Context: an optimization exercise on an open-source flow, tuned for small area, a short achievable clock period and few clock cycles per item. The choices shown serve that exercise and are no tape-out recipe. The RTL was checked by simulation tests, not by an equivalence proof against the original design.

Design se05x_rx_check, start of the top module:
module se05x_rx_check (
    input  wire        clk,
    input  wire        rst,             
    input  wire        in_valid,
    output wire        in_ready,
    input  wire [31:0] in_data,
    output reg         res_valid,
    output reg  [3:0]  res_status,      
    output reg  [1:0]  res_kind,        
    output reg  [7:0]  res_pcb,
    output reg  [7:0]  res_len,
    output wire [15:0] res_crc,         
    output wire        res_seq_mismatch,
    output wire        res_rx_seq,      
    output wire        res_wtx,         
    output wire [7:0]  res_wtx_mult
);
For scale: ~610 cells after synthesis, about 55 flip-flops, roughly 86 I/O pins, roughly 5300 sq um of cells after synthesis.
clock: 5.0 ns
lec_check: 0
cap_margin: 20
core_margin: 2
core_utilization: 60
cts_buf_list: sky130_fd_sc_hd__clkbuf_4 sky130_fd_sc_hd__clkbuf_8
setup_slack_margin: 1.75
slew_margin: 20
standard.sh (not shown) runs the stock make flow with config.mk's settings and CLKGATE_MAP_FILE= SYNTH_SCRIPT=/design/flow/synth_recipe.tcl, a recipe that flattens the netlist after the stock synthesis.
==> flow/flow/run.sh <==
#!/bin/bash
# The standard layout (standard.sh) with two changes:
#  - synthesis is flow/my_synth.tcl: synth_recipe.tcl, but keeping the RTL's
#    XOR network as written (see the comment at its top);
#  - the port buffers are buf_2 cells instead of the default choice (a slow
#    delay buffer).
set -euo pipefail
here=$(pwd)
export BUFFER_PORTS_ARGS="-buffer_cell sky130_fd_sc_hd__buf_2"
sed "s#SYNTH_SCRIPT=[^ ]*#SYNTH_SCRIPT=$here/flow/my_synth.tcl#" standard.sh > my_standard.sh
grep -q "SYNTH_SCRIPT=$here/flow/my_synth.tcl" my_standard.sh
bash my_standard.sh > standard.log 2>&1
==> flow/flow/my_synth.tcl <==
# The standard flow's synthesis script (synth_recipe.tcl), except that the XOR network
# is kept as written: Yosys's own generic ABC pass is skipped (synth -noabc),
# and just before ABC's technology mapping the 2-input XOR/XNOR gates are
# mapped to the library's xor2/xnor2 cells (flow/xormap.v), so ABC maps
# only the rest. Registers are untouched by either change.
set ::my_flow_dir [file dirname [file normalize [info script]]]
proc synth {args} { yosys synth -nofsm -noshare -noabc {*}$args }
proc abc {args} {
  yosys techmap -map $::my_flow_dir/xormap.v
  yosys abc {*}$args
}
source $::env(SCRIPTS_DIR)/synth.tcl
# left out here: clear keep_hierarchy, flatten, clean up, hide names made inside functions, write 1_2_yosys.v
==> flow/flow/xormap.v <==
// Map Yosys's 2-input XOR/XNOR gates straight to the library's cells, so
// that ABC keeps the XOR network as the RTL writes it.
module \$_XOR_ (input A, input B, output Y);
  sky130_fd_sc_hd__xor2_1 _TECHMAP_REPLACE_ (.A(A), .B(B), .X(Y));
endmodule
module \$_XNOR_ (input A, input B, output Y);
  sky130_fd_sc_hd__xnor2_1 _TECHMAP_REPLACE_ (.A(A), .B(B), .Y(Y));
endmodule
The baseline passed the timing, design-rule and antenna checks.
Testbench counts at the start, summed over its fixed seeds: cycles 37,512, frames 1,280.
Edit:
--- a/flow/design.v
+++ b/flow/design.v
@@ -54,23 +54,26 @@
     endfunction
     wire [7:0] d0 = in_data[7:0],   d1 = in_data[15:8],
                d2 = in_data[23:16], d3 = in_data[31:24];
     reg [7:2]  rem;         
     reg        busy;
     reg        r_ge6, r5, r4, r3, r2, r1;
     reg [1:0]  tc;          
     reg [15:0] crcq;        
     reg        rx_seq;
-    reg        len_bad, hdr_bad, pcb_bad;
+    reg        len_bad, hdr_bad, any_bad, pcb_only, i_cand, wtx_cand;
     reg        lo_bad;      
-    reg [1:0]  crc_bad;     
+    reg [3:0]  crc_bad;     
     wire len0   = (d2 == 8'h00);
     wire len255 = (d2 == 8'hFF);
+    wire nad_bad = (d0 != NAD_C2H);
+    wire [1:0] kind0 = pcb_kind(d1);
+    wire pcb_bad0 = (kind0 == K_BAD) || (kind0 == K_R) || (d1 == 8'hC3 && d2 != 8'd1);
     wire k3 = busy ? r5 : (len0 || len255);
     wire k2 = busy && r4;
     wire k1 = busy && r3;
     wire serial    = k3 || k2 || k1;
     wire last_byte = k1 || (k2 && tc == 2'd1) || (k3 && tc == 2'd2);
     assign in_ready = !serial || last_byte;
     wire take = in_valid && in_ready;
     wire last = r4 || r3 || r2 || r1;
     wire [15:0] c0 = busy ? ~crcq : 16'hFFFF;
@@ -246,43 +249,52 @@
                 crcq <= ~u;
             else if (busy ? r_ge6 : 1'b1)
                 crcq <= ~c4;
         end
         if (in_valid && last_byte && k3)
             lo_bad <= (~u[7:0] != d3);
         if (take && !busy) begin
             res_pcb <= d1;
             res_len <= d2;
-            len_bad <= len255;
-            hdr_bad <= len255 || (d0 != NAD_C2H);
-            pcb_bad <= (pcb_kind(d1) == K_BAD) || (pcb_kind(d1) == K_R) ||
-                       (d1 == 8'hC3 && d2 != 8'd1);
+            len_bad  <= len255;
+            hdr_bad  <= len255 || nad_bad;
+            any_bad  <= len255 || nad_bad || pcb_bad0;
+            pcb_only <= !len255 && !nad_bad && pcb_bad0;
+            i_cand   <= !len255 && !nad_bad && !pcb_bad0 && !d1[7];
+            wtx_cand <= !len255 && !nad_bad && d1 == 8'hC3 && d2 == 8'd1;
         end
         if (take && busy) begin
-            crc_bad[0] <= k2 ? (~u[7:0] != d2) :
-                          k1 ? (~u[7:0] != d1) :
-                          r2 ? (c0[7:0] != ~d0) :
+            crc_bad[0] <= k2 ? (~u[3:0] != d2[3:0]) :
+                          k1 ? (~u[3:0] != d1[3:0]) :
+                          r2 ? (c0[3:0] != ~d0[3:0]) :
                                lo_bad;
-            crc_bad[1] <= k2 ? (~u[15:8] != d3) :
-                          k1 ? (~u[15:8] != d2) :
-                          r2 ? (c0[15:8] != ~d1) :
-                               (crcq[15:8] != d0);
+            crc_bad[1] <= k2 ? (~u[7:4] != d2[7:4]) :
+                          k1 ? (~u[7:4] != d1[7:4]) :
+                          r2 ? (c0[7:4] != ~d0[7:4]) :
+                               lo_bad;
+            crc_bad[2] <= k2 ? (~u[11:8] != d3[3:0]) :
+                          k1 ? (~u[11:8] != d2[3:0]) :
+                          r2 ? (c0[11:8] != ~d1[3:0]) :
+                               (crcq[11:8] != d0[3:0]);
+            crc_bad[3] <= k2 ? (~u[15:12] != d3[7:4]) :
+                          k1 ? (~u[15:12] != d2[7:4]) :
+                          r2 ? (c0[15:12] != ~d1[7:4]) :
+                               (crcq[15:12] != d0[7:4]);
         end
     end
     assign res_crc = crcq;
-    wire crc_any = (crc_bad != 2'b00);
+    wire crc_any = (crc_bad != 4'h0);
     always @(*) begin
         res_kind   = pcb_kind(res_pcb);
-        res_status = {1'b0, hdr_bad || crc_any || pcb_bad, hdr_bad,
-                      len_bad || (!hdr_bad && !crc_any && pcb_bad)};
+        res_status = {1'b0, any_bad || crc_any, hdr_bad,
+                      len_bad || (pcb_only && !crc_any)};
     end
-    wire ok       = !(hdr_bad || crc_any || pcb_bad);
-    wire accept_i = ok && !res_pcb[7];                     
+    wire accept_i = i_cand && !crc_any;                    
     assign res_seq_mismatch = accept_i && (res_pcb[6] != rx_seq);
     assign res_rx_seq       = rx_seq ^ accept_i;
-    assign res_wtx          = ok && (res_pcb == 8'hC3);
+    assign res_wtx          = wtx_cand && !crc_any;
     wire [7:0] wh = ~res_crc[15:8];                  
     wire [7:0] wy = wh ^ (wh >> 5);
     wire [7:0] wx = wy ^ {wy[3:0], 4'h0};
     wire [7:0] mult = wx ^ WTX_HDR[7:0];
     assign res_wtx_mult     = res_wtx ? mult : 8'h00;
 endmodule
Global-route usage rises by 0.38 points; worst setup slack gains 0.032 ns; synthesized cell count rises by a few percent; synthesized area rises by a few percent; cell area rises slightly; cell count rises slightly; sequential share of layout area rises by 2.1 points.
Testbench counts after the change, summed over its fixed seeds: cycles 37,512, frames 1,280.

-- re-timing with driven ports --
The results above use ideal ports. As a check the final layouts listed here were re-extracted and re-timed, cells and wires unchanged.
Step 1 assumes that a clkbuf_16 drives the clock port and a buf_2 every other input.
Step 2 adds t to the input delays and takes it off the output delays; t is the mean of the earliest and latest rising clock arrival at the registers after step 1. Input paths then give back, and output paths get back, about the clock's delay inside the block.
Three values: ideal ports, drivers, drivers and shift; two values: the first two.
run	t, ns	setup WS [ns]	hold slack, ns	worst setup path at the end	worst register clock-pin slew, ns
the first run	0.355	1.762 / 1.773 / 1.418	0.505 / 0.505 / 0.505	input to register	0.12 / 0.12
the second run	0.379	1.794 / 1.776 / 1.503	0.477 / 0.477 / 0.477	input to register	0.08 / 0.08
After both steps every run listed still meets setup and hold. For the first run, which loses most, drivers alone change the setup slack by +0.011 ns; drivers and shift together by -0.344 ns.
